From an optimization exercise on the open Yosys and OpenROAD flow, aimed at small area and few clock cycles; shortcuts taken in it are not production practice.
Where RTL was checked, it was by simulation tests only, not by an equivalence proof against the original.
Function not checked in runs 1 to 4: the RTL went through the layout flow alone.
No activity file was given, so power comes from the tool's default toggle rates.

[design/flow/design.v]
module aisp_seq (
    input  wire        clk,
    input  wire        rst,
    input  wire        rx_valid,
    input  wire [7:0]  rx_data,
    output wire        rx_ready,
    output wire        tx_valid,
    output wire [7:0]  tx_data,
    input  wire        tx_ready,
    output wire        xfer_valid,
    output wire [31:0] xfer_data,
    input  wire        xfer_ready,
    input  wire        xfer_rvalid,
    input  wire [7:0]  xfer_rdata,
    output wire        settle_valid,
    input  wire        settle_ready,
    output wire        rst_on,
    output wire        spi_own,
    output wire        err,
    output wire        errind
);
    localparam [7:0] CRC_EOP     = 8'h20;
    localparam [7:0] STK_OK      = 8'h10;
    localparam [7:0] STK_FAILED  = 8'h11;
    localparam [7:0] STK_UNKNOWN = 8'h12;
    localparam [7:0] STK_INSYNC  = 8'h14;
    localparam [7:0] STK_NOSYNC  = 8'h15;
    localparam [7:0] TAG_FLASH   = 8'h46;
    localparam [7:0] TAG_EEPROM  = 8'h45;
    localparam TAPBITS = 3;
    localparam NTAP    = 256 >> TAPBITS;
    localparam [3:0]
        C_SIGN = 4'd0,  C_IDENT = 4'd1,  C_GETP = 4'd2,  C_SETDEV = 4'd3,
        C_SETEXT = 4'd4, C_ENTER = 4'd5, C_LEAVE = 4'd6, C_SETADDR = 4'd7,
        C_UNIV = 4'd8,  C_LOADL = 4'd9,  C_PROG = 4'd10, C_READ = 4'd11,
        C_SIGRD = 4'd12, C_UNK = 4'd13, C_PERR = 4'd14, C_PBAD = 4'd15;
    localparam [3:0]
        S_OP   = 4'd0,    
        S_PARAM= 4'd1,    
        S_PAY  = 4'd2,    
        S_EOP  = 4'd3,    
        S_P14  = 4'd5,    
        S_EXEC = 4'd6,    
        S_F11  = 4'd7,    
        S_BAD  = 4'd8,    
        S_FIN  = 4'd9,    
        S_ID   = 4'd10,   
        S_FR   = 4'd11,   
        S_ER   = 4'd12,   
        S_SG   = 4'd13,   
        S_SGT  = 4'd14;   
    localparam [1:0] E_IDLE = 2'd0, E_FW = 2'd1, E_EW = 2'd2, E_FIN = 2'd3;
    reg [3:0]  state;
    reg [1:0]  eng;
    reg [3:0]  cmd;
    reg [4:0]  cnt;
    reg        tf, te;         
    reg [15:0] pw;             
    reg [8:0]  prem;           
    reg        pend, pend_ok, pend_ph;    
    reg        pmode_r, err_r, errind_r;
    reg [15:0] addr;
    reg [8:0]  fb, eb;         
    reg [8:0]  rem;            
    reg        ph, first, bnd, aftc;
    reg [31:0] xw;             
    reg        xv, outst;
    reg        sv;
    reg        txv;
    reg [7:0]  txd;
    reg [7:0]  rdata;          
    reg        rdv;
    reg [7:0]  ring [0:255];
    reg [7:0]  hp;             
    reg [7:0]  rp;             
    reg        nbv;
    reg        blk;            
    function [7:0] ident_char;
        input [2:0] i;
        case (i)
            3'd0: ident_char = "A";
            3'd1: ident_char = "V";
            3'd2: ident_char = "R";
            3'd3: ident_char = " ";
            3'd4: ident_char = "I";
            3'd5: ident_char = "S";
            default: ident_char = "P";
        endcase
    endfunction
    function [7:0] param_value;
        input [7:0] sel;
        case (sel)
            8'h80:   param_value = 8'h02;
            8'h81:   param_value = 8'h01;
            8'h82:   param_value = 8'h12;
            8'h93:   param_value = 8'h53;
            default: param_value = 8'h00;
        endcase
    endfunction
    function [12:0] decode;
        input [7:0] op;
        case (op)
            8'h30: decode = {S_EOP,   C_SIGN,    5'd0};
            8'h31: decode = {S_EOP,   C_IDENT,   5'd0};
            8'h41: decode = {S_PARAM, C_GETP,    5'd1};
            8'h42: decode = {S_PARAM, C_SETDEV,  5'd20};
            8'h45: decode = {S_PARAM, C_SETEXT,  5'd5};
            8'h50: decode = {S_EOP,   C_ENTER,   5'd0};
            8'h51: decode = {S_EOP,   C_LEAVE,   5'd0};
            8'h55: decode = {S_PARAM, C_SETADDR, 5'd2};
            8'h56: decode = {S_PARAM, C_UNIV,    5'd4};
            8'h60: decode = {S_PARAM, C_LOADL,   5'd2};
            8'h61: decode = {S_PARAM, C_LOADL,   5'd1};
            8'h64: decode = {S_PARAM, C_PROG,    5'd3};
            8'h74: decode = {S_PARAM, C_READ,    5'd3};
            8'h75: decode = {S_EOP,   C_SIGRD,   5'd0};
            8'h20: decode = {S_BAD,   C_UNK,     5'd0};
            default: decode = {S_EOP, C_UNK,     5'd0};
        endcase
    endfunction
    wire tx_free  = !txv || tx_ready;
    wire eng_busy = (eng != E_IDLE);
    wire mok      = tx_free && !eng_busy && !pend;
    wire defer    = (cmd == C_SETADDR) && eng_busy && !pend;
    wire wr_ok   = (hp == 8'd0) && !blk;
    wire ring_wr = (state == S_PAY) && rx_valid && wr_ok;
    wire exec_fin = (state == S_EXEC) && mok &&
                    (cmd == C_SIGN || cmd == C_SETDEV || cmd == C_SETEXT ||
                     cmd == C_LEAVE || cmd == C_SETADDR || cmd == C_LOADL ||
                     cmd == C_UNK || (cmd == C_ENTER && pmode_r));
    wire fin_fin  = (state == S_FIN) && mok && !xv && !outst && !rdv;
    wire take_op  = (state == S_OP) || exec_fin || fin_fin;
    wire xw_cmd   = (cmd == C_UNIV) || (cmd == C_SETDEV);
    assign rx_ready = take_op ||
                      ((state == S_EOP) && (mok || defer)) ||
                      ((state == S_PARAM) && !(xw_cmd && eng_busy)) ||
                      ((state == S_PAY) && wr_ok);
    wire rx_fire = rx_valid && rx_ready;
    assign tx_valid     = txv;
    assign tx_data      = txd;
    assign xfer_valid   = xv;
    assign xfer_data    = xw;
    assign settle_valid = sv;
    assign rst_on       = pmode_r;
    assign spi_own      = pmode_r;
    assign err          = err_r;
    assign errind       = errind_r;
    integer k;
    always @(posedge clk) begin
        for (k = 1; k < 256; k = k + 1)
            ring[k] <= ring[k-1];
        ring[0] <= ring_wr ? rx_data : ring[255];
    end
    wire [7:0] taps [0:NTAP-1];
    genvar g;
    generate for (g = 0; g < NTAP; g = g + 1) begin : tp
        assign taps[g] = ring[g << TAPBITS];
    end endgenerate
    wire       aligned = (rp[TAPBITS-1:0] == 0);
    wire [7:0] tap     = taps[rp[7:TAPBITS]];
    wire       rd_on   = (eng == E_FW) || (eng == E_EW);
    wire       bav     = nbv || aligned;
    wire [7:0] bval    = nbv ? rdata : tap;
    wire tfree = !xv && (!outst || xfer_rvalid);
    wire efree = tfree && (!first || tx_free);
    wire ew_go = efree && !outst && (!sv || settle_ready);
    wire dresp = outst && xfer_rvalid && (state == S_FR || state == S_ER ||
                                          (state == S_FIN && cmd == C_UNIV));
    wire direct = tx_free && !rdv;    
    wire [7:0]  mask_lo = {1'b1, !fb[8], !(fb[8] | fb[7]), !(fb[8] | fb[7] | fb[6]), 4'b0000};
    wire [15:0] cpage   = {xw[23:16], xw[15:8] & mask_lo};
    wire [15:0] inc_in  = {xw[23:16], aftc ? (xw[15:8] | ~mask_lo) : xw[15:8]};
    wire [15:0] inc     = inc_in + 16'd1;
    wire [15:0] na      = first ? xw[23:8] : inc;
    wire [15:0] ld_addr = tf ? addr : {addr[14:0], 1'b0};
    wire [8:0]  bound   = (rx_data == TAG_FLASH) ? fb : eb;
    wire [12:0] dec = decode(rx_data);
    wire rz      = (rem == 9'd0);
    wire consume = bav && (((eng == E_FW) && efree && (ph || (!rz && !bnd))) ||
                           ((eng == E_EW) && ew_go && !rz));
    wire take    = rd_on && aligned && (!nbv || consume);
    wire start   = (state == S_EOP) && (cmd == C_PROG) && mok && rx_valid &&
                   (rx_data == CRC_EOP);
    wire [9:0] left = (eng == E_EW) ? {1'b0, rem} : {rem, 1'b0};
    wire [7:0] rpn  = rp + 8'd2 - {7'd0, take};
    always @(posedge clk) begin
        rp  <= rp + 8'd1 - {7'd0, take};
        if (rd_on) begin
            if (take && !(consume && !nbv))
                rdata <= tap;
        end else if (xfer_rvalid)
            rdata <= xfer_rdata;
        if (rd_on) begin
            if (take) nbv <= nbv || !consume;
            else if (consume) nbv <= 1'b0;
        end else
            nbv <= 1'b0;
        if (state == S_PARAM)
            hp <= 8'd0;
        else if (!ring_wr)
            hp <= hp + 8'd1;
        if (start)
            rp <= hp + pw[7:0];
        blk <= eng_busy && (left > {2'd0, rpn});
    end
    always @(posedge clk) begin
        if (rst) begin
            state    <= S_OP;
            eng      <= E_IDLE;
            pend     <= 1'b0;
            pmode_r  <= 1'b0;
            err_r    <= 1'b0;
            errind_r <= 1'b0;
            xv       <= 1'b0;
            outst    <= 1'b0;
            sv       <= 1'b0;
            txv      <= 1'b0;
            rdv      <= 1'b0;
        end else begin
            errind_r <= 1'b0;
            if (tx_ready) txv <= 1'b0;
            if (xv && xfer_ready) begin xv <= 1'b0; outst <= 1'b1; end
            if (outst && xfer_rvalid) outst <= 1'b0;
            if (sv && settle_ready) sv <= 1'b0;
            if (dresp) begin
                if (direct) begin txv <= 1'b1; txd <= xfer_rdata; end
                else rdv <= 1'b1;
            end else if (rdv && tx_free) begin
                txv <= 1'b1; txd <= rdata; rdv <= 1'b0;
            end
            if (pend && !eng_busy && tx_free) begin
                txv <= 1'b1;
                if (!pend_ok) begin
                    txd <= STK_NOSYNC; err_r <= 1'b1; pend <= 1'b0;
                end else if (!pend_ph) begin
                    txd <= STK_INSYNC; pend_ph <= 1'b1;
                end else begin
                    txd <= STK_OK; pend <= 1'b0;
                end
            end
            if (exec_fin || fin_fin) begin
                txv <= 1'b1;
                txd <= (cmd == C_UNK) ? STK_UNKNOWN : STK_OK;
            end
            case (eng)
            E_FW: if (efree) begin
                if (!ph) begin
                    if (rz) begin
                        xv <= 1'b1; xw <= {8'h4C, cpage, 8'h00};
                        eng <= E_FIN;
                    end else if (bnd) begin
                        xv <= 1'b1; xw <= {8'h4C, cpage, 8'h00};
                        bnd <= 1'b0; aftc <= 1'b1;
                    end else if (bav) begin
                        xv <= 1'b1; xw <= {8'h40, na, bval};
                        ph <= 1'b1; first <= 1'b0; aftc <= 1'b0;
                    end
                end else if (bav) begin
                    xv <= 1'b1; xw[31:24] <= 8'h48; xw[7:0] <= bval;
                    ph <= 1'b0;
                    if (!(pend && pend_ok)) addr <= inc;
                    rem <= rem - 9'd1;
                    bnd <= &(xw[15:8] | mask_lo);
                end
            end
            E_EW: if (ew_go) begin
                if (rz)
                    eng <= E_FIN;
                else if (bav) begin
                    xv <= 1'b1; xw <= {8'hC0, na, bval};
                    rem <= rem - 9'd1; first <= 1'b0;
                end
            end else if (outst && xfer_rvalid)
                sv <= 1'b1;
            E_FIN: if (tx_free && !xv && (!outst || xfer_rvalid) && !sv) begin
                txv <= 1'b1; txd <= STK_OK;
                eng <= E_IDLE;
            end
            default: ;
            endcase
            case (state)
            S_PARAM: if (rx_fire) begin
                if (cmd == C_UNIV || (cmd == C_SETDEV && cnt > 5'd4))
                    xw <= {xw[23:0], rx_data};
                if (!((cmd == C_PROG || cmd == C_READ) && cnt == 5'd1))
                    pw <= {pw[7:0], rx_data};
                cnt <= cnt - 5'd1;
                prem <= pw[8:0];
                tf <= (rx_data == TAG_FLASH);
                te <= (rx_data == TAG_EEPROM);
                if (cnt == 5'd1) begin
                    if (cmd == C_LOADL)
                        state <= S_P14;
                    else if (cmd == C_PROG) begin
                        if (rx_data != TAG_FLASH && rx_data != TAG_EEPROM) begin
                            cmd <= C_PBAD; state <= S_F11;
                        end else if (pw > {7'd0, bound}) begin
                            cmd <= C_PERR; state <= S_F11;
                        end else if (pw == 16'd0)
                            state <= S_EOP;
                        else
                            state <= S_PAY;
                    end else
                        state <= S_EOP;
                end
            end
            S_PAY: if (rx_fire) begin
                prem <= prem - 9'd1;
                if (prem == 9'd1) state <= S_EOP;
            end
            S_EOP: if (rx_fire) begin
                if (mok) begin
                    txv <= 1'b1;
                    if (rx_data != CRC_EOP) begin
                        err_r <= 1'b1; txd <= STK_NOSYNC; state <= S_OP;
                    end else begin
                        txd <= STK_INSYNC;
                        state <= (cmd == C_PROG) ? S_OP : S_EXEC;
                    end
                end else begin
                    pend <= 1'b1; pend_ph <= 1'b0;
                    pend_ok <= (rx_data == CRC_EOP);
                    if (rx_data == CRC_EOP) addr <= {pw[7:0], pw[15:8]};
                    state <= S_OP;
                end
            end
            S_P14: if (mok) begin
                txv <= 1'b1; txd <= STK_INSYNC; state <= S_EXEC;
            end
            S_F11: if (mok) begin
                txv <= 1'b1; txd <= STK_FAILED; state <= S_OP;
                if (cmd == C_PERR) err_r <= 1'b1;
            end
            S_BAD: if (mok) begin
                txv <= 1'b1; txd <= STK_NOSYNC; state <= S_OP;
                err_r <= 1'b1;
            end
            S_EXEC: if (mok) begin
                first <= 1'b1;
                ph    <= 1'b0;
                aftc  <= 1'b0;
                cnt   <= 5'd0;
                pw    <= tf ? {1'b0, pw[15:1]} : pw;
                xw[23:8] <= ld_addr;
                case (cmd)
                    C_SIGN:    err_r <= 1'b0;
                    C_LEAVE:   begin err_r <= 1'b0; pmode_r <= 1'b0; end
                    C_SETADDR: addr <= {pw[7:0], pw[15:8]};
                    C_SETDEV:  begin
                        fb <= (xw[31:16] > 16'd256) ? 9'd256 : xw[24:16];
                        eb <= (xw[15:0]  > 16'd256) ? 9'd256 : xw[8:0];
                    end
                    C_ENTER: if (pmode_r)
                        errind_r <= 1'b1;
                    else begin
                        pmode_r <= 1'b1;
                        xv <= 1'b1; xw <= 32'hAC53_0000;
                        state <= S_FIN;
                    end
                    C_IDENT: state <= S_ID;
                    C_GETP: begin
                        txv <= 1'b1; txd <= param_value(pw[7:0]);
                        state <= S_FIN;
                    end
                    C_UNIV: begin
                        xv <= 1'b1; xw[23:8] <= xw[23:8];
                        state <= S_FIN;
                    end
                    C_SIGRD: begin
                        xv <= 1'b1; xw <= 32'h3000_0000;
                        state <= S_SG;
                    end
                    C_READ: begin
                        if (tf)
                            state <= S_FR;
                        else if (te)
                            state <= S_ER;
                        else begin
                            txv <= 1'b1; txd <= STK_FAILED; state <= S_OP;
                        end
                    end
                    default: ;
                endcase
            end
            S_ID: if (mok) begin
                txv <= 1'b1; txd <= ident_char(cnt[2:0]);
                cnt <= cnt + 5'd1;
                if (cnt[2:0] == 3'd6) state <= S_FIN;
            end
            S_FR: if (tfree && (outst ? direct : !rdv)) begin
                if (!ph) begin
                    if (pw == 16'd0)
                        state <= S_FIN;
                    else begin
                        xv <= 1'b1; xw <= {8'h20, na, 8'h00};
                        ph <= 1'b1; first <= 1'b0;
                    end
                end else begin
                    xv <= 1'b1; xw[31:24] <= 8'h28;
                    ph <= 1'b0;
                    addr <= inc;
                    pw <= pw - 16'd1;
                end
            end
            S_ER: if (tfree && (outst ? direct : !rdv)) begin
                if (pw == 16'd0)
                    state <= S_FIN;
                else begin
                    xv <= 1'b1; xw <= {8'hA0, na, 8'hFF};
                    pw <= pw - 16'd1; first <= 1'b0;
                end
            end
            S_SG: begin
                if (cnt[1:0] == 2'd2 && xv && xfer_ready)
                    xw[7:0] <= rdata;
                if (outst && xfer_rvalid) begin
                    cnt <= cnt + 5'd1;
                    if (cnt[1:0] == 2'd0) begin
                        txd <= xfer_rdata;
                        xv <= 1'b1; xw <= 32'h3000_0100;
                    end else if (cnt[1:0] == 2'd1) begin
                        xv <= 1'b1; xw <= 32'h3000_0200;
                    end else begin
                        txv <= 1'b1;
                        state <= S_SGT;
                    end
                end
            end
            S_SGT: if (tx_free) begin
                txv <= 1'b1;
                cnt <= cnt + 5'd1;
                if (cnt[1:0] == 2'd3) begin
                    txd <= xw[7:0];
                end else begin
                    txd <= rdata;
                    state <= S_FIN;
                end
            end
            default: ;
            endcase
            if (start) begin
                eng   <= tf ? E_FW : E_EW;
                rem   <= tf ? pw[9:1] : pw[8:0];
                xw[23:8] <= ld_addr;
                first <= 1'b1;
                ph    <= 1'b0;
                bnd   <= 1'b0;
                aftc  <= 1'b0;
            end
            if (take_op && rx_valid) begin
                {state, cmd, cnt} <= dec;
            end else if (take_op) begin
                state <= S_OP;
            end
        end
    end
endmodule
[design/flow/flow/run.sh]
#!/bin/bash
# The standard layout (the standard.sh: ORFS with the standard synthesis),
# with two changes: the port buffers are the smallest buffer cell, and clock
# tree synthesis uses clkbuf_8 leaf clusters and inserts no dummy loads.
# ORFS's full output goes to standard_flow.log in the work folder; ORFS's own
# per-step logs stay under orfs/logs.
set -euo pipefail
export BUFFER_PORTS_ARGS="-buffer_cell sky130_fd_sc_hd__buf_1"
export CTS_ARGS="-sink_clustering_enable -repair_clock_nets -sink_clustering_size 18 -sink_clustering_max_diameter 50 -buf_list sky130_fd_sc_hd__clkbuf_8 -dont_use_dummy_load"
bash standard.sh > standard_flow.log 2>&1
[design/flow/standard.sh]
#!/bin/bash
# synth_recipe.tcl (not shown) runs the flow's synth.tcl, then flattens the netlist and writes it again
# the make line also repeats each setting of config.mk as NAME=value (left out here)
make -C /OpenROAD-flow-scripts/flow DESIGN_CONFIG=/design/flow/config.mk WORK_HOME=/design/flow/orfs CLKGATE_MAP_FILE= SYNTH_SCRIPT=/design/flow/synth_recipe.tcl "${@:-finish}"
[design/flow/config.mk]
export PLATFORM = sky130hd
export DESIGN_NAME = aisp_seq
export DESIGN_NICKNAME = aisp_seq
export VERILOG_FILES = /design/flow/design.v
export SDC_FILE = /design/flow/constraint.sdc
export NUM_CORES = 4
export LEC_CHECK = 0
export CAP_MARGIN = 20
export CORE_MARGIN = 2
export CORE_UTILIZATION = 55
export PLACE_DENSITY = 0.65
export SLEW_MARGIN = 20
[design/flow/constraint.sdc]
create_clock -name core_clock -period 8.0 [get_ports {clk}]
set_input_delay 1.6000 -clock core_clock [delete_from_list [all_inputs] [get_ports {clk}]]
set_output_delay 1.6000 -clock core_clock [all_outputs]
set_load 0.01 [all_outputs]
==> key figures, run 1 <==
Flow run
  • Max Cap Violations: 0

Logic synthesis
  • Syn Nets: 4229
  • Post-Synthesis Cells: 4141
  • Top cells by area, synth: dfxtp_1 (72%), edfxtp_1 (6.9%), a21oi_1 (1.5%), ha_1 (1.4%), nand2_1 (1.4%)
  • Synth warn: 2
  • Leading area contributor after synthesis: dfxtp_1
  • Sequential element share of the synthesized area: 0.7920
  • Post-Syn Area: 57640 um^2
  • Syn_area_per_cell: 13.92 um^2
  • Share of the synthesized area in the top cell type: 0.7227
  • Ys flop type: dfxtp_1
  • EDFF count, synth: 133
  • Distinct cell type count after synthesis: 92
  • Post-synth ARST share: 0
  • FF+latch count, synth: 2214

Placement
  • Placed instance area: 59350 um^2
  • PortBufs: 70
  • Placed insts: 5460
  • Post-DP HPWL: 80110 um
  • Routability cong.: 0.9697

Route
  • DR DRC count: 0
  • Number of iterations in the first detailed-routing pass: 8
  • Initial DRC count: 3036
  • Via Count: 30430
  • WL final: 122300 um
  • Routed WL per cell: 21.74 um
  • Antenna Violating Nets Remaining: 0
  • Vias per inst: 5.409

Worst setup path
  • Cells along the critical path: inv_1 -> ha_1 -> nor4b_1 -> a21oi_1 -> buf_4 -> nor2_1 -> a2bb2oi_1 -> a21o_1 -> inv_1 -> ha_1 -> inv_1 -> ha_1 -> inv_1 -> ha_1 -> o31ai_1 -> xnor2_1 -> ha_1 -> a21oi_1 -> a21boi_0 -> o21a_1 -> o22ai_1 -> a21oi_1
  • Setup crit start kind: register
  • Crit path depth: 22
  • Slowest cell on the critical path: a2bb2oi_1
  • Crit-path most repeated cell: ha_1
  • CP Capture Type: register
  • Type of the worst setup path: reg -> reg
  • Arrival @ worst endpoint: 6.25 ns
  • Delay of the slowest cell on the worst path: 0.86 ns
  • WP buf/inv: 5
  • CP top delay family: compound AO/OA/AOI/OAI gates
  • Worst-path fanout max: 11
  • Critical path data required time: 8.64 ns
  • R2r worst-path depth: 22

Cells and area
  • Share of cells above drive strength 1: 0.06629
  • Most frequent cells in the layout: dfxtp_1 (2080), nand2_1 (208), a21oi_1 (174)
  • Design Area, Final: 61550 um^2
  • Net count, final: 4329
  • Most common cell after layout, fill and taps aside: dfxtp_1
  • Non-Filler Instances: 5625
  • Area Overhead vs Synth: 6.785%

Power and ir drop
  • Pwr Density: 316.6 nW/um^2
  • Peak supply drop: 0.2410 mV
  • LEAKAGE: 23.43 nW

STA
  • Hold Violations, Final: 0
  • Final min period: 5.606 ns
  • Max Fclk: 178.4 MHz
  • Slew Limit Fails: 0
  • Fin Clk Skew: 0.08987 ns
  • Final setup violation count: 0
  • Normalized max-slew margin: 0.2105
  • Fin Setup TNS: 0 ns
  • RSZ-0062 raised after global routing: no
  • Period utilization: 0.7008
  • Least-Margin Pin Slew: 1.180 ns

Clock network
  • Postcts setup bufs: 0
  • CTS tree: built
  • Post_cts resized: 0
  • CTS sink cnt: 2214
  • Clk Latency, worst-skew pair: 0.86 ns
  • Root buffer cell: clkbuf_8
  • CTS Buffer Depth: 3
  • Number of buffers created by CTS: 159
  • H-tree Lvls: 4
  • Clock transition at path regs: 0.09 ns
  • Hold-fix buffers, CTS: 0

Hold path
  • Hold Path Stages: 0
  • Hold WC Path Type: reg -> reg

Status
  • Status: timing/DRC/antenna clean

Floorplan
  • FP Rows: 118
  • I/O pin cnt: 71
  • Die width: 327.7 um
  • Die footprint: 107400 um^2
  • Starting Density: 0.5554
  • Core area: 103800 um^2
  • Die H: 327.7 um

Global route
  • Largest net degree at the start of global routing: 51
  • Initial antenna violation count: 7
  • Remaining global-route overflow: 0
  • Number of global-route vias before repair: 29380
  • All-Layer GR Usage: 0.2262
  • First-pass GRT wire length: 182500 um
flip-flops by register name, indices dropped and copies added, names as in the netlist, 2 cells and up:
name / flops
ring: 2048
xw: 32
addr: 16
pw: 16
eb: 9
fb: 9
prem: 9
rem: 9
hp: 8
rdata: 8
rp: 8
txd: 8
cnt: 5
cmd: 4
state: 4
eng: 2
final timing paths:
| kind | startpoint | end | slack [ns] |
|---|---|---|---|
| worst min register to register | ring[166][0]$_DFF_P_ | ring[167][0]$_DFF_P_ | 0.28 |
| worst max-delay path | rem[0]$_DFFE_PP_ | blk$_DFF_P_ | 2.39 |
| worst min-delay path | ring[166][0]$_DFF_P_ | ring[167][0]$_DFF_P_ | 0.28 |
| worst max register to register | rem[0]$_DFFE_PP_ | blk$_DFF_P_ | 2.39 |
worst register-to-register path: cells and delay by family, from the launching register on:
kind | cells | cell delay, ns
xor+xnor | 1 | 0.16
compound gates | 9 | 2.27
buf+inv | 5 | 0.52
fa+ha+maj | 5 | 0.97
flops | 1 | 0.43
simple gates | 2 | 1.11
cell families after synthesis:
group / Yosys count / share of synthesized area
DFF: 2214 / 0.7920
AOI/OAI and AO/OA: 752 / 0.09004
and+or+nand+nor: 709 / 0.06073
buffers and inverters: 241 / 0.01613
muxes: 86 / 0.01561
xor gates and xnor gates: 74 / 0.01124
adders and majority gates: 65 / 0.01424
Yosys cell counts (all sizes together), types with 9 or more instances:
cell type and n:
o21a 15, nand2 208, nor4b 10, mux2i 55
or3 12, nor3 45, a22oi 64, dfxtp 2081
a211o 10, a32o 17, and3 26, ha 64
a31oi 26, nor2b 32, and2 35, xnor2 45
buf 30, edfxtp 133, o31ai 15, or2 12
o21ai 143, nand4 16, o221ai 20, nand3 63
clkbuf 146, nor2 169, a211oi 18, a21oi 174
o211ai 24, a221oi 37, o22ai 23, nor4 25
a21o 14, a21boi 9, inv 65, mux2 31
a22o 31, xor2 29, nand2b 26, a221o 17
a32oi 14, a222oi 23
stage by stage:
stage	hold WS, ns	total power, W	utilization	setup WS (ns)
after floorplan	0.3096	0.01362	-	3.203
after global placement	0.3096	0.01485	0.5718	2.359
after detailed placement	0.3121	0.01486	0.5718	2.318
after CTS	0.2656	0.01962	0.5929	2.535
after global routing	0.2596	0.02029	0.5931	2.298
final	0.2769	0.01949	0.5931	2.394
area by class of cell:
class / count / area [um^2]
diodes: 6 / 15.01
clock buffers: 159 / 2188
fillers: 8181 / 42240
inverters: 65 / 244.0
multi-input cells: 1686 / 11120
flip-flops and latches: 2214 / 45660
well taps: 1380 / 1727
repair buffers: 115 / 600.6
power breakdown:
part	switching (W)	internal, W
combinational	0.00198	0.000922
clock	0.00307	0.00178
sequential	0.000350	0.0114
routing by layer:
metal  GRT usage  share of wire  routed length [um]
met1      0.3269           0.47               57360
met2      0.3309           0.43               52150
met5           0        0.00011                  13
met4      0.1037          0.043                5249
met3     0.04293          0.061                7517
==> inputs of run 2 (changes only) <==
--- a/design/flow/config.mk
+++ b/design/flow/config.mk
@@ -8,5 +8,6 @@
 export CAP_MARGIN = 20
 export CORE_MARGIN = 2
 export CORE_UTILIZATION = 55
+export GPL_TIMING_DRIVEN = 0
 export PLACE_DENSITY = 0.65
 export SLEW_MARGIN = 20
==> run 2 against run 1 <==
Final cell count rose by 2.5%; worst hold slack got worse by 0.019 ns; clock skew grew 0.036 ns; largest cell class unchanged; highest routed layer unchanged.
==> key figures, run 2 <==
Status
  • Status: timing/DRC/antenna clean

Logic synthesis
  • EDFF count, synth: 133
  • Post-Synth Adder-Cell Area: 0.01424
  • Synth Area in Compound Gates: 0.09004
  • Ys flop type: dfxtp_1
  • Leading area contributor after synthesis: dfxtp_1
  • FF+latch count, synth: 2214
  • Post-synth ARST share: 0
  • Distinct cell type count after synthesis: 92
  • Synth Area in XOR/XNOR: 0.01124
  • Post-Syn Area: 57640 um^2
  • Commonest cells in the synthesized netlist: dfxtp_1 (2081), nand2_1 (208), a21oi_1 (174), nor2_1 (169), clkbuf_1 (145)
  • Synth warn: 2
  • Largest family of logic cells by synthesized area: compound AO/OA/AOI/OAI gates
  • Most common cell in the netlist: dfxtp_1
  • Syn Nets: 4229
  • Post-synthesis mux area share: 0.01561
  • Top cells by area, synth: dfxtp_1 (72%), edfxtp_1 (6.9%), a21oi_1 (1.5%), ha_1 (1.4%), nand2_1 (1.4%)
  • Share of the synthesized area in the top cell type: 0.7227
  • Simple-gate area share of the yosys netlist: 0.06073
  • Post-Synthesis Cells: 4141
  • Sequential element share of the synthesized area: 0.7920
  • Syn_area_per_cell: 13.92 um^2

Hold path
  • Hold WC Path Type: reg -> reg
  • Worst Hold Endpoint: ring[14][5]$_DFF_P_
  • Hold Path Stages: 0
  • Worst hold path startpoint: ring[13][5]$_DFF_P_

Route
  • Number of iterations in the first detailed-routing pass: 6
  • Routed WL per cell: 23.74 um
  • Antenna Violating Nets Remaining: 0
  • DR DRC count: 0
  • Initial DRC count: 3171
  • WL final: 136800 um
  • Via Count: 31550
  • Vias per inst: 5.474

Global route
  • Met2 Use GR: 0.3812
  • All-Layer GR Usage: 0.2525
  • Remaining global-route overflow: 0
  • Largest net degree at the start of global routing: 32
  • Met1 usage: 0.3563
  • Initial antenna violation count: 9
  • First-pass GRT wire length: 197300 um
  • Grt met3 use: 0.04529
  • Number of global-route vias before repair: 29870
  • GR peak layer: met2

Cells and area
  • Area Overhead vs Synth: 7.547%
  • Share of cells above drive strength 1: 0.05917
  • Non-Filler Instances: 5763
  • Largest register FFs: 2048
  • Most frequent cells in the layout: dfxtp_1 (2081), nand2_1 (208), a21oi_1 (172)
  • # fillers: 8252
  • Biggest register: ring
  • Net count, final: 4467
  • Regs by FF count: ring: 2048 flops, xw: 32 flops
  • Most common cell after layout, fill and taps aside: dfxtp_1

Floorplan
  • Starting Density: 0.5554
  • Die H: 327.7 um
  • Die width: 327.7 um
  • FP Rows: 118
  • Die footprint: 107400 um^2
  • I/O pin cnt: 71
  • Core area: 103800 um^2

Placement
  • Placed insts: 5597
  • PortBufs: 69
  • Post-DP HPWL: 95980 um
  • Routability cong.: 0.9849

Worst setup path
  • Arrival @ worst endpoint: 6.74 ns
  • R2r setup slk: 1.89 ns
  • Worst-path fanout max: 10
  • Crit. Startpoint: rem[0]$_DFFE_PP_
  • Delay of the slowest cell on the worst path: 0.96 ns
  • Cells along the critical path: inv_1 -> ha_1 -> nor4b_1 -> a21oi_1 -> clkbuf_1 -> nor2_1 -> a2bb2oi_1 -> a21o_1 -> inv_1 -> ha_1 -> inv_1 -> ha_1 -> inv_1 -> ha_1 -> o31ai_1 -> xnor2_1 -> ha_1 -> a21oi_1 -> a21boi_0 -> o21a_1 -> o22ai_1 -> a21oi_1
  • Setup crit start kind: register
  • Worst reg2reg startpoint: rem[0]$_DFFE_PP_
  • Crit-path most repeated cell: ha_1
  • Critical R2R Capture: blk$_DFF_P_
  • Critical path data required time: 8.64 ns
  • Type of the worst setup path: reg -> reg
  • R2r worst-path depth: 22
  • CP Capture Type: register
  • Slowest cell on the critical path: nor4b_1

STA
  • Period utilization: 0.7635
  • Fin Clk Skew: 0.1264 ns
  • Final min period: 6.108 ns
  • Least-Margin Pin Slew: 1.209 ns
  • Max Fclk: 163.7 MHz
  • Fin Setup TNS: 0 ns
  • Slew Limit Fails: 0
  • Hold Violations, Final: 0
  • RSZ-0062 raised after global routing: no
  • Final setup violation count: 0
  • Normalized max-slew margin: 0.1827

Clock network
  • CTS sink cnt: 2214
  • Clk Latency, worst-skew pair: 0.84 ns
  • CTS Buffer Depth: 3
  • Postcts setup bufs: 0
  • Hold-fix buffers, CTS: 0
  • Number of buffers created by CTS: 160
  • Clock transition at path regs: 0.09 ns
  • Root buffer cell: clkbuf_8
  • H-tree Lvls: 4
  • Post_cts resized: 0
  • CTS tree: built

Power and ir drop
  • Pwr Total: 0.01979 W
  • Peak supply drop: 0.2415 mV
  • LEAKAGE: 23.53 nW
  • Pwr Density: 319.2 nW/um^2

Flow run
  • Max Cap Violations: 0
==> run 2: cell type report <==
type                       instances  area (um^2)  area share
sequential                      2214        45650      0.7364
inverter                          65        246.5    0.003976
tap                             1380         1727     0.02785
timing repair buffer              76        324.1    0.005227
buffer                           176        695.7     0.01122
clock buffer                     160         2202     0.03552
multi-input combinational       1686        11130      0.1795
antenna                            6        15.01   0.0002422
==> run 2: routing by layer <==
layer,share of wire,up-vias
met4,0.045,2
li1,-,14670
met5,0.00011,-
met2,0.43,1243
met1,0.46,15280
met3,0.063,345
==> run 2: worst max-delay path by stage <==
| stage | endpoint | slack, ns | cells past startpoint |
|---|---|---|---|
| after CTS | blk$_DFF_P_ | 2.05 | 22 |
| final | blk$_DFF_P_ | 1.89 | 22 |
| after global placement | fb[1]$_SDFFCE_PN0P_ | 0.83 | 7 |
| after global routing | blk$_DFF_P_ | 1.70 | 22 |
| after detailed placement | blk$_DFF_P_ | 2.10 | 22 |
| after floorplan | blk$_DFF_P_ | 3.20 | 19 |
==> run 2: cell families after synthesis <==
| kind of cell | Yosys count |
|---|---|
| xor gates and xnor gates | 74 |
| adders and majority gates | 65 |
| DFF | 2214 |
| AOI/OAI and AO/OA | 752 |
| and+or+nand+nor | 709 |
| muxes | 86 |
| buffers and inverters | 241 |
==> run 2: per-stage QoR <==
step / worst slack [ns] / util / hold WS, ns / area [um^2]
4_1_cts: 2.055 / 0.5970 / 0.2414 / 61970
2_1_floorplan: 3.203 / - / 0.3096 / 57640
3_3_place_gp: 0.8266 / 0.5745 / 0.3095 / 59630
6_report: 1.892 / 0.5973 / 0.2575 / 61990
3_5_place_dp: 2.099 / 0.5758 / 0.3121 / 59760
5_1_grt: 1.705 / 0.5972 / 0.2277 / 61990
==> run 2: power by group <==
part	internal, W	switching [W]
Combinational	0.000946	0.00236
Sequential	0.0114	0.000240
Clock	0.00179	0.00307
Total	0.0141	0.00567
==> run 2: worst max-delay path: cells and delay by family (launching register included) <==
family | cells | cell delay [ns]
DFF | 1 | 0.47
and+or+nand+nor | 2 | 1.40
buffers and inverters | 5 | 0.58
AOI/OAI and AO/OA | 9 | 2.32
adders and majority gates | 5 | 1.00
xor gates and xnor gates | 1 | 0.19
==> inputs of run 3 (changes only) <==
==> design/flow/flow/run.sh (replaced) <==
#!/bin/bash
# The standard layout (the standard.sh: ORFS with the standard synthesis),
# with two changes: the port buffers are the smallest buffer cell, and clock
# tree synthesis uses clkbuf_16 leaf clusters and inserts no dummy loads.
# ORFS's full output goes to standard_flow.log in the work folder; ORFS's own
# per-step logs stay under orfs/logs.
set -euo pipefail
export BUFFER_PORTS_ARGS="-buffer_cell sky130_fd_sc_hd__buf_1"
export CTS_ARGS="-sink_clustering_enable -repair_clock_nets -sink_clustering_size 36 -sink_clustering_max_diameter 70 -buf_list sky130_fd_sc_hd__clkbuf_16 -dont_use_dummy_load"
bash standard.sh > standard_flow.log 2>&1
--- a/design/flow/config.mk
+++ b/design/flow/config.mk
@@ -8,6 +8,5 @@
 export CAP_MARGIN = 20
 export CORE_MARGIN = 2
 export CORE_UTILIZATION = 55
-export GPL_TIMING_DRIVEN = 0
 export PLACE_DENSITY = 0.65
 export SLEW_MARGIN = 20
==> run 3 against run 2 <==
Still clean; clock power rose by 4%; critical path depth unchanged; sequential share of layout area is 0.49 points higher; critical path type unchanged; largest power group unchanged.
==> key figures, run 3 <==
Status
  • Status: timing/DRC/antenna clean

Power and ir drop
  • Net Sw Power: 0.005373 W
  • Peak supply drop: 0.2127 mV
  • Sequential share of power: 0.596
  • Clk pwr share: 0.256
  • Pwr Density: 319.6 nW/um^2
  • LEAKAGE: 23.38 nW
  • Net Sw Frac: 0.2730
  • Pwr Total: 0.01968 W
  • Logic gate share of total power: 0.148
  • Int Power: 0.01431 W

Logic synthesis
  • Most common cell in the netlist: dfxtp_1
  • Leading area contributor after synthesis: dfxtp_1
  • Syn_area_per_cell: 13.92 um^2
  • Commonest cells in the synthesized netlist: dfxtp_1 (2081), nand2_1 (208), a21oi_1 (174), nor2_1 (169), clkbuf_1 (145)
  • Share of the synthesized area in the top cell type: 0.7227
  • Post-Syn Area: 57640 um^2
  • Distinct cell type count after synthesis: 92
  • FF+latch count, synth: 2214
  • EDFF count, synth: 133
  • Ys flop type: dfxtp_1
  • Top cells by area, synth: dfxtp_1 (72%), edfxtp_1 (6.9%), a21oi_1 (1.5%), ha_1 (1.4%), nand2_1 (1.4%)
  • Post-synth ARST share: 0
  • Syn Nets: 4229
  • Sequential element share of the synthesized area: 0.7920
  • Synth warn: 2
  • Post-Synthesis Cells: 4141

Cells and area
  • Net count, final: 4259
  • Largest register FFs: 2048
  • Most frequent cells in the layout: dfxtp_1 (2080), nand2_1 (208), a21oi_1 (174)
  • Regs by FF count: ring: 2048 flops, xw: 32 flops
  • Non-Filler Instances: 5554
  • Share of cells above drive strength 1: 0.05061
  • Biggest register: ring
  • Most common cell after layout, fill and taps aside: dfxtp_1
  • Area Overhead vs Synth: 6.848%

Floorplan
  • I/O pin cnt: 71
  • Starting Density: 0.5554
  • FP Rows: 118
  • Die H: 327.7 um
  • Core area: 103800 um^2
  • Die footprint: 107400 um^2
  • Die width: 327.7 um

Worst setup path
  • Setup crit start kind: register
  • Worst-path fanout max: 11
  • Arrival @ worst endpoint: 6.11 ns
  • Critical path data required time: 8.50 ns
  • CP Capture Type: register
  • Type of the worst setup path: reg -> reg

Route
  • Vias per inst: 5.421
  • Antenna Violating Nets Remaining: 0
  • Via Count: 30110
  • WL final: 122000 um
  • DR DRC count: 0
  • Number of iterations in the first detailed-routing pass: 7
  • Initial DRC count: 3141
  • Routed WL per cell: 21.96 um

Placement
  • PortBufs: 70
  • Post-DP HPWL: 80110 um
  • Pre-CTS WS: 2.318 ns
  • Routability cong.: 0.9697
  • Placed insts: 5460

STA
  • Least-Margin Pin Slew: 1.178 ns
  • Fin Setup TNS: 0 ns
  • RSZ-0062 raised after global routing: no
  • Hold Violations, Final: 0
  • Final setup violation count: 0
  • Max Fclk: 178.1 MHz
  • Period utilization: 0.7020
  • Slew Limit Fails: 0
  • Normalized max-slew margin: 0.2115
  • Setup WS post-layout: 2.384 ns
  • Fin Clk Skew: 0.09376 ns
  • Hold Slack: 0.2640 ns
  • Final min period: 5.616 ns

Global route
  • First-pass GRT wire length: 180900 um
  • Initial antenna violation count: 7
  • All-Layer GR Usage: 0.2237
  • Number of global-route vias before repair: 28680
  • Largest net degree at the start of global routing: 51
  • Remaining global-route overflow: 0

Flow run
  • Max Cap Violations: 0

Clock network
  • Clk Latency, worst-skew pair: 0.71 ns
  • Post_cts resized: 0
  • CTS tree: built
  • CTS Buffer Depth: 3
  • Hold-fix buffers, CTS: 0
  • Root buffer cell: clkbuf_16
  • H-tree Lvls: 3
  • Number of buffers created by CTS: 89
  • Clock transition at path regs: 0.12 ns
  • Postcts setup bufs: 0
  • CTS sink cnt: 2214

Hold path
  • Hold WC Path Type: reg -> reg
run 3: cell types whose count changed in the layout (fill, tap and decap cells not counted), sizes merged:
cell,delta
buf,+9
clkbuf,-217
diode,-1
run 3: logic make-up (layout without fill, tap and decap cells):
| group | count (synthesis) | in the layout | synth area share |
|---|---|---|---|
| AO/OA/AOI/OAI | 752 | 752 | 0.09004 |
| XOR/XNOR | 74 | 74 | 0.01124 |
| adder cells (fa/ha/maj) | 65 | 65 | 0.01424 |
| buffers and inverters | 241 | 269 | 0.01613 |
| flip-flops | 2214 | 2214 | 0.7920 |
| multiplexers | 86 | 86 | 0.01561 |
| other | 0 | 5 | 0 |
| AND/OR/NAND/NOR | 709 | 709 | 0.06073 |
run 3: metal layers:
| layer | share of wire | track usage | vias to the layer above | routed length [um] |
|---|---|---|---|---|
| met5 | 0.00020 | 0 | - | 24 |
| met4 | 0.041 | 0.09454 | 4 | 5041 |
| li1 | - | - | 14260 | - |
| met3 | 0.057 | 0.03321 | 245 | 6925 |
| met1 | 0.48 | 0.3291 | 14590 | 58170 |
| met2 | 0.42 | 0.3315 | 1011 | 51810 |
run 3: final timing paths:
| check | slack (ns) | start | endpoint | cells past startpoint |
|---|---|---|---|---|
| setup / recovery | 2.38 | rem[0]$_DFFE_PP_ | blk$_DFF_P_ | 22 |
| hold / removal | 0.26 | ring[179][0]$_DFF_P_ | ring[180][0]$_DFF_P_ | 0 |
| setup reg to reg | 2.38 | rem[0]$_DFFE_PP_ | blk$_DFF_P_ | 22 |
| hold reg to reg | 0.26 | ring[179][0]$_DFF_P_ | ring[180][0]$_DFF_P_ | 0 |
run 3: layout make-up:
type / count / area (um^2)
Sequential cell: 2214 / 45660
Fill cell: 8178 / 42200
Multi-Input combinational cell: 1686 / 11120
Clock buffer: 89 / 2227
Tap cell: 1380 / 1727
Timing Repair Buffer: 115 / 600.6
Inverter: 65 / 244.0
Antenna cell: 5 / 12.51
run 3: worst max-delay path, stage by stage (launching register included):
cell	delay (ns)
edfxtp_1	0.43
inv_1	0.12
ha_1	0.15
nor4b_1	0.79
a21oi_1	0.18
buf_4	0.23
nor2_1	0.35
a2bb2oi_1	0.84
a21o_1	0.34
inv_1	0.07
ha_1	0.17
inv_1	0.05
ha_1	0.16
inv_1	0.05
ha_1	0.21
o31ai_1	0.25
xnor2_1	0.16
ha_1	0.28
a21oi_1	0.17
a21boi_0	0.10
o21a_1	0.17
o22ai_1	0.13
a21oi_1	0.08
run 3: metrics by stage:
step / util / cell area [um^2]
after global routing: 0.5934 / 61590
after global placement: 0.5718 / 59350
after detailed placement: 0.5718 / 59350
after floorplan: - / 57640
after CTS: 0.5933 / 61580
final: 0.5934 / 61590
run 3: power by group through the flow:
stage	Clock, W	Combinational [W]	Sequential, W
floorplan	0	0.00184	0.0118
global placement	0	0.00288	0.0120
detailed placement	0	0.00288	0.0120
CTS	0.00516	0.00290	0.0117
global route	0.00552	0.00314	0.0118
finish	0.00504	0.00291	0.0117
==> inputs of run 4 (changes only) <==
--- a/design/flow/design.v
+++ b/design/flow/design.v
@@ -68,11 +68,12 @@
     reg        sv;
     reg        txv;
     reg [7:0]  txd;
-    reg [7:0]  rdata;          
+    reg [7:0]  rdata;
     reg        rdv;
     reg [7:0]  ring [0:255];
     reg [7:0]  hp;             
     reg [7:0]  rp;             
+    reg [7:0]  nb;
     reg        nbv;
     reg        blk;            
     function [7:0] ident_char;
@@ -160,7 +161,7 @@
     wire [7:0] tap     = taps[rp[7:TAPBITS]];
     wire       rd_on   = (eng == E_FW) || (eng == E_EW);
     wire       bav     = nbv || aligned;
-    wire [7:0] bval    = nbv ? rdata : tap;
+    wire [7:0] bval    = nbv ? nb : tap;
     wire tfree = !xv && (!outst || xfer_rvalid);
     wire efree = tfree && (!first || tx_free);
     wire ew_go = efree && !outst && (!sv || settle_ready);
@@ -185,11 +186,8 @@
     wire [7:0] rpn  = rp + 8'd2 - {7'd0, take};
     always @(posedge clk) begin
         rp  <= rp + 8'd1 - {7'd0, take};
-        if (rd_on) begin
-            if (take && !(consume && !nbv))
-                rdata <= tap;
-        end else if (xfer_rvalid)
-            rdata <= xfer_rdata;
+        if (take && !(consume && !nbv))
+            nb <= tap;
         if (rd_on) begin
             if (take) nbv <= nbv || !consume;
             else if (consume) nbv <= 1'b0;
@@ -202,6 +200,8 @@
         if (start)
             rp <= hp + pw[7:0];
         blk <= eng_busy && (left > {2'd0, rpn});
+        if (xfer_rvalid)
+            rdata <= xfer_rdata;
     end
     always @(posedge clk) begin
         if (rst) begin
==> design/flow/flow/run.sh (replaced) <==
#!/bin/bash
# The standard layout (the standard.sh: ORFS with the standard synthesis),
# with two changes: the port buffers are the smallest buffer cell, and clock
# tree synthesis uses clkbuf_8 leaf clusters and inserts no dummy loads.
# ORFS's full output goes to standard_flow.log in the work folder; ORFS's own
# per-step logs stay under orfs/logs.
set -euo pipefail
export BUFFER_PORTS_ARGS="-buffer_cell sky130_fd_sc_hd__buf_1"
export CTS_ARGS="-sink_clustering_enable -repair_clock_nets -sink_clustering_size 20 -sink_clustering_max_diameter 50 -buf_list sky130_fd_sc_hd__clkbuf_8 -dont_use_dummy_load"
bash standard.sh > standard_flow.log 2>&1
--- a/design/flow/config.mk
+++ b/design/flow/config.mk
@@ -7,6 +7,6 @@
 export LEC_CHECK = 0
 export CAP_MARGIN = 20
 export CORE_MARGIN = 2
-export CORE_UTILIZATION = 55
-export PLACE_DENSITY = 0.65
+export CORE_UTILIZATION = 60
+export PLACE_DENSITY = 0.7
 export SLEW_MARGIN = 20
==> run 4 against run 3 <==
Critical path depth fell by 15; area after synthesis rose by 1.7%; non-clock buffer count rose by 12; count of clock-buffer cells in the layout rose by 59; critical path type is now reg -> out; largest power group unchanged; sequential share of layout area fell by 0.50 points.
==> key figures, run 4 <==
Cells and area
  • Net count, final: 4400
  • Share of cells above drive strength 1: 0.06984
  • Regs by FF count: ring: 2048 flops, xw: 32 flops
  • Most common cell after layout, fill and taps aside: dfxtp_1
  • Largest register FFs: 2048
  • Biggest register: ring
  • Final Core Density: 0.6446
  • # fillers: 7088
  • Area Overhead vs Synth: 6.342%
  • Most frequent cells in the layout: dfxtp_1 (2080), nand2_1 (177), a21oi_1 (161)

Route
  • Number of iterations in the first detailed-routing pass: 7
  • Routed WL per cell: 23.39 um
  • Via Count: 31700
  • Initial DRC count: 3320
  • Antenna Violating Nets Remaining: 0
  • Vias per inst: 5.670
  • WL final: 130800 um
  • DR DRC count: 0

Clock network
  • Root buffer cell: clkbuf_8
  • Number of buffers created by CTS: 148
  • Post_cts resized: 0
  • CTS Buffer Depth: 3
  • Clock transition at path regs: 0.11 ns
  • Clk Latency, worst-skew pair: 0.87 ns
  • Postcts setup bufs: 0
  • CTS sink cnt: 2222
  • H-tree Lvls: 4
  • CTS tree: built
  • Hold-fix buffers, CTS: 0

Logic synthesis
  • Syn_area_per_cell: 13.89 um^2
  • Ys flop type: dfxtp_1
  • Commonest cells in the synthesized netlist: dfxtp_1 (2081), nand2_1 (177), a21oi_1 (161), nor2_1 (161), edfxtp_1 (141)
  • Distinct cell type count after synthesis: 96
  • Leading area contributor after synthesis: dfxtp_1
  • Post-Syn Area: 58620 um^2
  • Top cells by area, synth: dfxtp_1 (71%), edfxtp_1 (7.2%), a21oi_1 (1.4%), ha_1 (1.4%), o21ai_0 (1.2%)
  • Most common cell in the netlist: dfxtp_1
  • Synth warn: 2
  • Sequential element share of the synthesized area: 0.7829
  • FF+latch count, synth: 2222
  • Syn Nets: 4307
  • Share of the synthesized area in the top cell type: 0.7107
  • EDFF count, synth: 141
  • Post-Synthesis Cells: 4219
  • Post-synth ARST share: 0

Placement
  • PortBufs: 70
  • Post-DP HPWL: 86950 um
  • Routability cong.: 0.9748
  • Pre-CTS WS: 2.035 ns

Hold path
  • Worst hold path startpoint: ring[206][6]$_DFF_P_
  • Worst Hold Endpoint: ring[207][6]$_DFF_P_
  • Hold WC Path Type: reg -> reg
  • Hold Path Stages: 0

Floorplan
  • Starting Density: 0.6061
  • I/O pin cnt: 71
  • Die footprint: 100200 um^2
  • Die H: 316.6 um
  • Die width: 316.6 um
  • FP Rows: 114
  • Core area: 96710 um^2

Global route
  • Number of global-route vias before repair: 30620
  • Largest net degree at the start of global routing: 57
  • Initial antenna violation count: 3
  • All-Layer GR Usage: 0.2609
  • Remaining global-route overflow: 0
  • First-pass GRT wire length: 193100 um

Flow run
  • Max Cap Violations: 0

STA
  • Final setup violation count: 0
  • RSZ-0062 raised after global routing: no
  • Normalized max-slew margin: 0.1839
  • Hold Slack: 0.2414 ns
  • Hold Violations, Final: 0
  • Final min period: 5.658 ns
  • Setup WS post-layout: 2.342 ns
  • Period utilization: 0.7073
  • Least-Margin Pin Slew: 1.193 ns
  • Fin Clk Skew: 0.1186 ns
  • Slew Limit Fails: 0
  • Max Fclk: 176.7 MHz
  • Fin Setup TNS: 0 ns

Power and ir drop
  • LEAKAGE: 23.87 nW
  • Pwr Density: 317.8 nW/um^2
  • Pwr Total: 0.01981 W
  • Peak supply drop: 0.2758 mV

Worst setup path
  • Critical path data required time: 6.40 ns
  • Type of the worst setup path: reg -> out
  • Critical R2R Capture: xw[6]$_DFFE_PN_
  • Worst reg2reg startpoint: pw[1]$_DFFE_PP_
  • Setup crit start kind: register
  • Worst-path fanout max: 34
  • CP Capture Type: primary output
  • R2r worst-path depth: 9
  • Arrival @ worst endpoint: 4.06 ns
  • R2r setup slk: 3.22 ns

Status
  • Status: timing/DRC/antenna clean
## run 4: changes by cell type after synthesis, sizes merged, moves of 10 or more
cell    previous run  this run
nand2            208       177
buf               30        47
and3              26        11
nor3              45        59
a211o             10        22
a21oi            174       162
a222oi            23        13
## run 4: how the worst max path moves through the flow
| stage | startpoint | to | cells past startpoint |
|---|---|---|---|
| 6_report | state[2]$_SDFFE_PP0P_ | rx_ready | 7 |
| 3_3_place_gp | rx_data[5] | cmd[2]$_SDFFCE_PN1P_ | 13 |
| 3_5_place_dp | rx_data[5] | cmd[1]$_SDFFCE_PN1P_ | 13 |
| 4_1_cts | state[2]$_SDFFE_PP0P_ | rx_ready | 7 |
| 5_1_grt | state[2]$_SDFFE_PP0P_ | rx_ready | 7 |
| 2_1_floorplan | rx_data[5] | cmd[0]$_DFFE_PP_ | 14 |
## run 4: metrics by stage
stage,area [um^2],instances
global placement,60260,5438
CTS,62310,5586
global route,62330,5590
detailed placement,60270,5438
floorplan,58620,4219
finish,62330,5591
## run 4: cells by family after synthesis
logic type                 Yosys count  synth area share
xor gates and xnor gates            71           0.01061
muxes                               86           0.01545
adders and majority gates           65           0.01400
buffers and inverters              254           0.01714
and+or+nand+nor                    711           0.06273
DFF                               2222            0.7829
AOI/OAI and AO/OA                  810           0.09712
## run 4: cell type report
class | instances | area (um^2) | area share
timing repair buffer | 127 | 690.7 | 0.01108
inverter | 70 | 262.8 | 0.004215
multi-input combinational | 1743 | 11840 | 0.1899
antenna | 5 | 12.51 | 0.0002007
clock buffer | 148 | 2037 | 0.03268
tap | 1276 | 1597 | 0.02561
sequential | 2222 | 45900 | 0.7363
## run 4: per-layer routing
layer,vias up,global-route usage,part of all wire,wire (um)
met1,15300,0.3706,0.46,59690
met2,1252,0.3873,0.43,56040
met4,2,0.1164,0.044,5797
met3,342,0.05520,0.071,9249
met5,-,0,0.00015,19
li1,14810,-,-,-
## run 4: where the power goes
group	switching [W]	internal (W)	leakage, nW
Combinational	0.00225	0.00102	4.71
Clock	0.00307	0.00166	1.06
Sequential	0.000329	0.0115	18.1
Total	0.00565	0.0142	23.9
## run 4: worst max-delay path: stages (launching register included)
cell      delay (ns)
dfxtp_1         0.31
buf_4           0.33
and4bb_2        0.84
nand3_1         0.43
or4b_1          0.61
and2_1          0.28
nand2_1         0.25
buf_1           0.21
==> inputs of run 5 (changes only) <==
--- a/design/flow/design.v
+++ b/design/flow/design.v
@@ -272,7 +272,7 @@
                 end
             end else if (outst && xfer_rvalid)
                 sv <= 1'b1;
-            E_FIN: if (tx_free && !xv && (!outst || xfer_rvalid) && !sv) begin
+            E_FIN: if (tx_free && !xv && !outst && !sv) begin
                 txv <= 1'b1; txd <= STK_OK;
                 eng <= E_IDLE;
             end
==> design/flow/flow/run.sh (replaced) <==
#!/bin/bash
# The standard layout (the standard.sh: ORFS with the standard synthesis),
# with two changes: the port buffers are the smallest buffer cell, and clock
# tree synthesis inserts no dummy loads. ORFS's full output goes to
# standard_flow.log in the work folder; ORFS's own per-step logs stay under
# orfs/logs.
set -euo pipefail
export BUFFER_PORTS_ARGS="-buffer_cell sky130_fd_sc_hd__buf_1"
export CTS_ARGS="-sink_clustering_enable -repair_clock_nets -sink_clustering_size 18 -sink_clustering_max_diameter 50 -buf_list sky130_fd_sc_hd__clkbuf_8 -dont_use_dummy_load"
bash standard.sh > standard_flow.log 2>&1
--- a/design/flow/config.mk
+++ b/design/flow/config.mk
@@ -7,6 +7,9 @@
 export LEC_CHECK = 0
 export CAP_MARGIN = 20
 export CORE_MARGIN = 2
-export CORE_UTILIZATION = 60
-export PLACE_DENSITY = 0.7
+export CORE_UTILIZATION = 55
+export CTS_BUF_LIST = sky130_fd_sc_hd__clkbuf_8
+export CTS_CLUSTER_DIAMETER = 50
+export CTS_CLUSTER_SIZE = 18
+export PLACE_DENSITY = 0.65
 export SLEW_MARGIN = 20
==> run 5 against run 4 <==
Still clean on timing, DRC and antenna; sequential power barely moved; wire length fell by 5.5%; worst setup slack improved by 0.49 ns; die area rose by 7.3%; first-iteration DRC count fell by 8.5%; design area fell by 1.0%; critical path type is now in -> out; largest power group unchanged; highest routed layer unchanged.
==> key figures, run 5 <==
Worst setup path
  • Setup crit start kind: input pin
  • Arrival @ worst endpoint: 3.57 ns
  • CP top delay family: simple AND/OR/NAND/NOR gates
  • CP Capture Type: primary output
  • Cells along the critical path: buf_1 -> nor2b_1 -> buf_4 -> nor3_2 -> a22oi_1 -> and2_1 -> nand2_1 -> buf_1
  • Delay of the slowest cell on the worst path: 0.57 ns
  • Worst-path fanout max: 17
  • Crit-path most repeated cell: buf_1
  • WP buf/inv: 3
  • Slowest cell on the critical path: nor3_2
  • R2r setup slk: 3.71 ns
  • Critical path data required time: 6.40 ns
  • Type of the worst setup path: in -> out

Cells and area
  • Non-Filler Instances: 5639
  • Share of cells above drive strength 1: 0.06599
  • Register area: 45900 um^2
  • Net count, final: 4348
  • Biggest register: ring
  • Most frequent cells in the layout: dfxtp_1 (2080), nand2_1 (212), nor2_1 (177)
  • # fillers: 8245
  • Area of the multi-input gates: 10930 um^2
  • Final Core Density: 0.5943
  • Regs by FF count: ring: 2048 flops, xw: 32 flops
  • Largest register FFs: 2048
  • Most common cell after layout, fill and taps aside: dfxtp_1
  • Area Overhead vs Synth: 6.930%

STA
  • Final min period: 5.170 ns
  • Final setup violation count: 0
  • Least-Margin Pin Slew: 1.113 ns
  • Fin Clk Skew: 0.07776 ns
  • RSZ-0062 raised after global routing: no
  • Period utilization: 0.6463
  • Max Fclk: 193.4 MHz
  • Normalized max-slew margin: 0.2533
  • Fin Setup TNS: 0 ns
  • Hold Violations, Final: 0
  • Slew Limit Fails: 0

Clock network
  • Hold-fix buffers, CTS: 0
  • Post_cts resized: 0
  • Root buffer cell: clkbuf_8
  • Clk Latency, worst-skew pair: 0.85 ns
  • Clock transition at path regs: 0.10 ns
  • Postcts setup bufs: 0
  • H-tree Lvls: 4
  • Number of buffers created by CTS: 160
  • CTS tree: built
  • CTS sink cnt: 2222
  • CTS Buffer Depth: 3

Route
  • Antenna Violating Nets Remaining: 0
  • Top Metal Used: met5
  • Initial DRC count: 3037
  • Number of iterations in the first detailed-routing pass: 6
  • DR DRC count: 0
  • Metal3 WL: 7516 um
  • WL final: 123600 um
  • Vias per inst: 5.413
  • Met1 WL: 57770 um
  • Routed WL per cell: 21.91 um
  • Via Count: 30530
  • Met2 routed WL: 53370 um

Logic synthesis
  • Syn_area_per_cell: 13.93 um^2
  • Simple-gate area share of the yosys netlist: 0.06247
  • Post-synthesis mux area share: 0.01239
  • Most common cell in the netlist: dfxtp_1
  • Sequential element share of the synthesized area: 0.7956
  • Synth Area in Compound Gates: 0.08794
  • Synth warn: 2
  • Synth Area in XOR/XNOR: 0.01154
  • Top cells by area, synth: dfxtp_1 (72%), edfxtp_1 (7.3%), o21ai_0 (1.5%), ha_1 (1.4%), nand2_1 (1.4%)
  • Syn Nets: 4228
  • Commonest cells in the synthesized netlist: dfxtp_1 (2081), nand2_1 (212), nor2_1 (178), o21ai_0 (175), a21oi_1 (154)
  • FF+latch count, synth: 2222
  • EDFF count, synth: 141
  • Post-Syn Area: 57680 um^2
  • Distinct cell type count after synthesis: 94
  • Largest family of logic cells by synthesized area: compound AO/OA/AOI/OAI gates
  • Post-synth ARST share: 0
  • Post-Synthesis Cells: 4140
  • Share of the synthesized area in the top cell type: 0.7222
  • Post-Synth Adder-Cell Area: 0.01423
  • Leading area contributor after synthesis: dfxtp_1
  • Ys flop type: dfxtp_1

Global route
  • First-pass GRT wire length: 184300 um
  • Largest net degree at the start of global routing: 47
  • Number of global-route vias before repair: 29160
  • Initial antenna violation count: 3
  • All-Layer GR Usage: 0.2291
  • Remaining global-route overflow: 0

Floorplan
  • FP Rows: 118
  • Die H: 327.9 um
  • I/O pin cnt: 71
  • Die width: 327.9 um
  • Starting Density: 0.5558
  • Die footprint: 107500 um^2
  • Core area: 103800 um^2

Placement
  • PortBufs: 70
  • Routability cong.: 0.9866
  • Post-DP HPWL: 81650 um
  • Placed insts: 5478

Flow run
  • Max Cap Violations: 0

Power and ir drop
  • LEAKAGE: 23.59 nW
  • Pwr Density: 314.9 nW/um^2
  • Pwr Total: 0.01942 W
  • Peak supply drop: 0.2030 mV

Status
  • Status: timing/DRC/antenna clean

Hold path
  • Hold WC Path Type: reg -> reg
-- run 5: cell types whose count changed after synthesis, sizes merged, moves of 14 or more --
cell,previous run,this run
o21ai,143,182
nand2,177,212
a22oi,66,91
nand3,56,81
a221o,25,7
a211oi,26,9
mux2,36,19
nor3,59,42
a211o,22,6
nor2,163,179
inv,70,56
-- run 5: kinds of logic (layout without fill, tap and decap cells) --
group,after synthesis,after routing
muxes,69,69
buffers and inverters,228,346
xor gates and xnor gates,76,76
other,0,1
and+or+nand+nor,734,734
DFF,2222,2222
AOI/OAI and AO/OA,746,746
adders and majority gates,65,65
-- run 5: metrics by stage --
stage	hold slack, ns	setup slack [ns]	area (um^2)
4_1_cts	0.2611	2.807	61680
3_5_place_dp	0.3121	2.201	59480
2_1_floorplan	0.3096	2.834	57680
3_3_place_gp	0.3095	2.047	59470
6_report	0.2674	2.830	61680
5_1_grt	0.2727	2.704	61680
-- run 5: worst register-to-register path: cells and delay by family, from the launching register on --
family | cells | cell delay (ns)
AOI/OAI and AO/OA | 2 | 0.54
adders and majority gates | 1 | 0.40
buffers and inverters | 2 | 0.34
DFF | 1 | 0.35
and+or+nand+nor | 5 | 2.26
-- run 5: layout make-up --
class | count | area share
antenna | 1 | 0.00004057
clock buffer | 160 | 0.03570
inverter | 56 | 0.003408
multi-input combinational | 1690 | 0.1772
sequential | 2222 | 0.7441
tap | 1380 | 0.02799
timing repair buffer | 130 | 0.01156
-- run 5: report_power, final --
part,internal (W),switching [W]
Sequential,0.0114,0.000282
Clock,0.00179,0.00309
Combinational,0.000824,0.00199
-- run 5: path summary, 6_finish.rpt --
path / startpoint / to / cells past startpoint
worst min register to register: ring[20][0]$_DFF_P_ / ring[21][0]$_DFF_P_ / 0
worst max register to register: eng[0]$_SDFFE_PP0P_ / pw[9]$_DFFE_PP_ / 10
worst min-delay path: ring[20][0]$_DFF_P_ / ring[21][0]$_DFF_P_ / 0
worst max-delay path: tx_ready / rx_ready / 8
-- run 5: routing by layer --
metal,vias to the layer above,track usage
met5,-,0
met4,2,0.09743
met3,285,0.04348
met2,1017,0.3426
met1,14800,0.3273
li1,14420,-
Testbench counts of run 5, summed over its fixed seeds: cycles 182,280.
==> inputs of run 6 (changes only) <==
==> design/flow/run.sh (new file) <==
#!/bin/bash
# synth_recipe.tcl (not shown) runs the flow's synth.tcl, then flattens the netlist and writes it again
# the make line also repeats each setting of config.mk as NAME=value (left out here)
make -C /OpenROAD-flow-scripts/flow DESIGN_CONFIG=/design/flow/config.mk WORK_HOME=/design/flow/orfs CLKGATE_MAP_FILE= SYNTH_SCRIPT=/design/flow/synth_recipe.tcl finish
--- a/design/flow/config.mk
+++ b/design/flow/config.mk
@@ -10,6 +10,6 @@
 export CORE_UTILIZATION = 55
 export CTS_BUF_LIST = sky130_fd_sc_hd__clkbuf_8
 export CTS_CLUSTER_DIAMETER = 50
-export CTS_CLUSTER_SIZE = 18
+export CTS_CLUSTER_SIZE = 20
 export PLACE_DENSITY = 0.65
 export SLEW_MARGIN = 20
removed: design/flow/flow/run.sh
removed: design/flow/standard.sh
==> run 6 against run 5 <==
Register-to-register slack worse by 0.25 ns; worst setup slack got worse by 0.93 ns; critical endpoint unchanged; critical path depth did not move; total power rose by 3.9%; largest power group unchanged; wire length is 2.3% higher.
==> key figures, run 6 <==
Route
  • WL final: 126400 um
  • Initial DRC count: 2913
  • Number of iterations in the first detailed-routing pass: 5
  • Vias per inst: 5.378
  • Via Count: 30730
  • DR DRC count: 0
  • Antenna Violating Nets Remaining: 0
  • Routed WL per cell: 22.12 um

Cells and area
  • Share of cells above drive strength 1: 0.07927
  • Biggest register: ring
  • Largest register FFs: 2048
  • Area Overhead vs Synth: 9.019%
  • Design Area, Final: 62890 um^2
  • Regs by FF count: ring: 2048 flops, xw: 32 flops
  • Net count, final: 4346
  • Most common cell after layout, fill and taps aside: dfxtp_1

Global route
  • Met2 Use GR: 0.3551
  • Initial antenna violation count: 2
  • Met1 usage: 0.3375
  • Remaining global-route overflow: 0
  • Largest net degree at the start of global routing: 38
  • Grt met3 use: 0.04149
  • Number of global-route vias before repair: 29780
  • All-Layer GR Usage: 0.2355
  • First-pass GRT wire length: 188700 um
  • GR peak layer: met2

Placement
  • Routability cong.: 0.9565
  • PortBufs: 70
  • Post-DP HPWL: 83740 um
  • Pre-CTS WS: 1.981 ns

Logic synthesis
  • FF+latch count, synth: 2222
  • Ys flop type: dfxtp_1
  • Post-Synth Adder-Cell Area: 0.01423
  • Syn_area_per_cell: 13.93 um^2
  • Syn Nets: 4228
  • Leading area contributor after synthesis: dfxtp_1
  • Top cells by area, synth: dfxtp_1 (72%), edfxtp_1 (7.3%), o21ai_0 (1.5%), ha_1 (1.4%), nand2_1 (1.4%)
  • Most common cell in the netlist: dfxtp_1
  • Synth Area in XOR/XNOR: 0.01154
  • EDFF count, synth: 141
  • Sequential element share of the synthesized area: 0.7956
  • Post-synthesis mux area share: 0.01239
  • Simple-gate area share of the yosys netlist: 0.06247
  • Post-synth ARST share: 0
  • Largest family of logic cells by synthesized area: compound AO/OA/AOI/OAI gates
  • Post-Syn Area: 57680 um^2
  • Share of the synthesized area in the top cell type: 0.7222
  • Synth warn: 2
  • Commonest cells in the synthesized netlist: dfxtp_1 (2081), nand2_1 (212), nor2_1 (178), o21ai_0 (175), a21oi_1 (154)
  • Post-Synthesis Cells: 4140
  • Distinct cell type count after synthesis: 94

Clock network
  • CTS Buffer Depth: 3
  • Root buffer cell: clkbuf_8
  • H-tree Lvls: 4
  • Hold-fix buffers, CTS: 0
  • CTS sink cnt: 2222
  • Number of buffers created by CTS: 153
  • Post_cts resized: 0
  • Clk Latency, worst-skew pair: 0.87 ns
  • Postcts setup bufs: 0
  • Clock transition at path regs: 0.11 ns

Worst setup path
  • Arrival @ worst endpoint: 4.50 ns
  • Critical path data required time: 6.40 ns
  • Setup crit start kind: input pin
  • Worst-path fanout max: 17
  • Worst reg2reg startpoint: rem[0]$_DFFE_PP_
  • Type of the worst setup path: in -> out
  • Slowest cell on the critical path: clkdlybuf4s50_1
  • Crit-path most repeated cell: clkdlybuf4s50_1
  • R2r worst-path depth: 21
  • Crit. Startpoint: tx_ready
  • Cells along the critical path: clkdlybuf4s50_1 -> nor2b_1 -> buf_4 -> nor3_2 -> a22oi_1 -> and2_1 -> nand2_1 -> clkdlybuf4s50_1
  • CP Capture Type: primary output

STA
  • RSZ-0062 raised after global routing: no
  • Normalized max-slew margin: 0.2529
  • Final min period: 6.098 ns
  • Least-Margin Pin Slew: 1.117 ns
  • Period utilization: 0.7623
  • Fin Setup TNS: 0 ns
  • Final setup violation count: 0
  • Fin Clk Skew: 0.05937 ns
  • Max Fclk: 164.0 MHz
  • Hold Violations, Final: 0
  • Slew Limit Fails: 0

Power and ir drop
  • Clk pwr share: 0.274
  • LEAKAGE: 24.17 nW
  • Peak supply drop: 0.2522 mV
  • Net Sw Power: 0.005734 W
  • Int Power: 0.01444 W
  • Sequential share of power: 0.581
  • Logic gate share of total power: 0.145
  • Net Sw Frac: 0.2843

Floorplan
  • FP Rows: 118
  • Die H: 327.9 um
  • Die width: 327.9 um
  • Starting Density: 0.5558
  • I/O pin cnt: 71

Flow run
  • Max Cap Violations: 0

Hold path
  • Worst hold path startpoint: ring[206][5]$_DFF_P_
  • Hold WC Path Type: reg -> reg
  • Hold Path Stages: 0

Status
  • Status: timing/DRC/antenna clean
-- run 6: worst paths after layout --
check             slack, ns                    to
hold / removal         0.31  ring[207][5]$_DFF_P_
setup / recovery       1.90              rx_ready
setup reg to reg       3.46           blk$_DFF_P_
hold reg to reg        0.31  ring[207][5]$_DFF_P_
-- run 6: area by class of cell --
class | count | area [um^2]
Antenna cell | 6 | 15.01
Clock buffer | 166 | 2285
Clock inverter | 58 | 608.1
Fill cell | 8102 | 40910
Inverter | 56 | 210.2
Multi-Input combinational cell | 1690 | 10950
Sequential cell | 2222 | 45900
Tap cell | 1380 | 1727
Timing Repair Buffer | 135 | 1196
-- run 6: layer usage --
layer / part of all wire / wire length, um
met1: 0.46 / 58600
met2: 0.44 / 55020
met3: 0.063 / 7898
met4: 0.038 / 4839
met5: 0 / 0
-- run 6: power groups by stage --
| stage | combinational (W) | clock (W) | sequential (W) |
|---|---|---|---|
| floorplan | 0.00173 | 0 | 0.0118 |
| global placement | 0.00292 | 0 | 0.0120 |
| detailed placement | 0.00291 | 0 | 0.0120 |
| CTS | 0.00293 | 0.00568 | 0.0117 |
| global route | 0.00314 | 0.00607 | 0.0118 |
| finish | 0.00292 | 0.00553 | 0.0117 |
-- run 6: worst max-delay path: cells and delay by family --
kind / cells / cell delay [ns]
simple gates: 4 / 1.24
buf+inv: 3 / 1.39
compound gates: 1 / 0.26
-- run 6: cell families after synthesis --
family,Yosys count
fa+ha+maj,65
mux,69
flops,2222
buf+inv,228
simple gates,734
xor+xnor,76
compound gates,746
-- run 6: metrics by stage --
| stage | cells | total power [W] | util |
|---|---|---|---|
| after floorplan | 4140 | 0.01354 | - |
| after global placement | 5482 | 0.01489 | 0.5775 |
| after detailed placement | 5482 | 0.01488 | 0.5777 |
| after CTS | 5706 | 0.02033 | 0.6055 |
| after global routing | 5712 | 0.02097 | 0.6059 |
| final | 5713 | 0.02017 | 0.6059 |

Check on run 6: ideal ports give 1.902 ns setup slack; a clkbuf_16 on the clock port and buf_2 on the inputs give 1.871 ns; moving port delays by the midpoint clock arrival (0.909 ns) as well gives 1.871 ns.
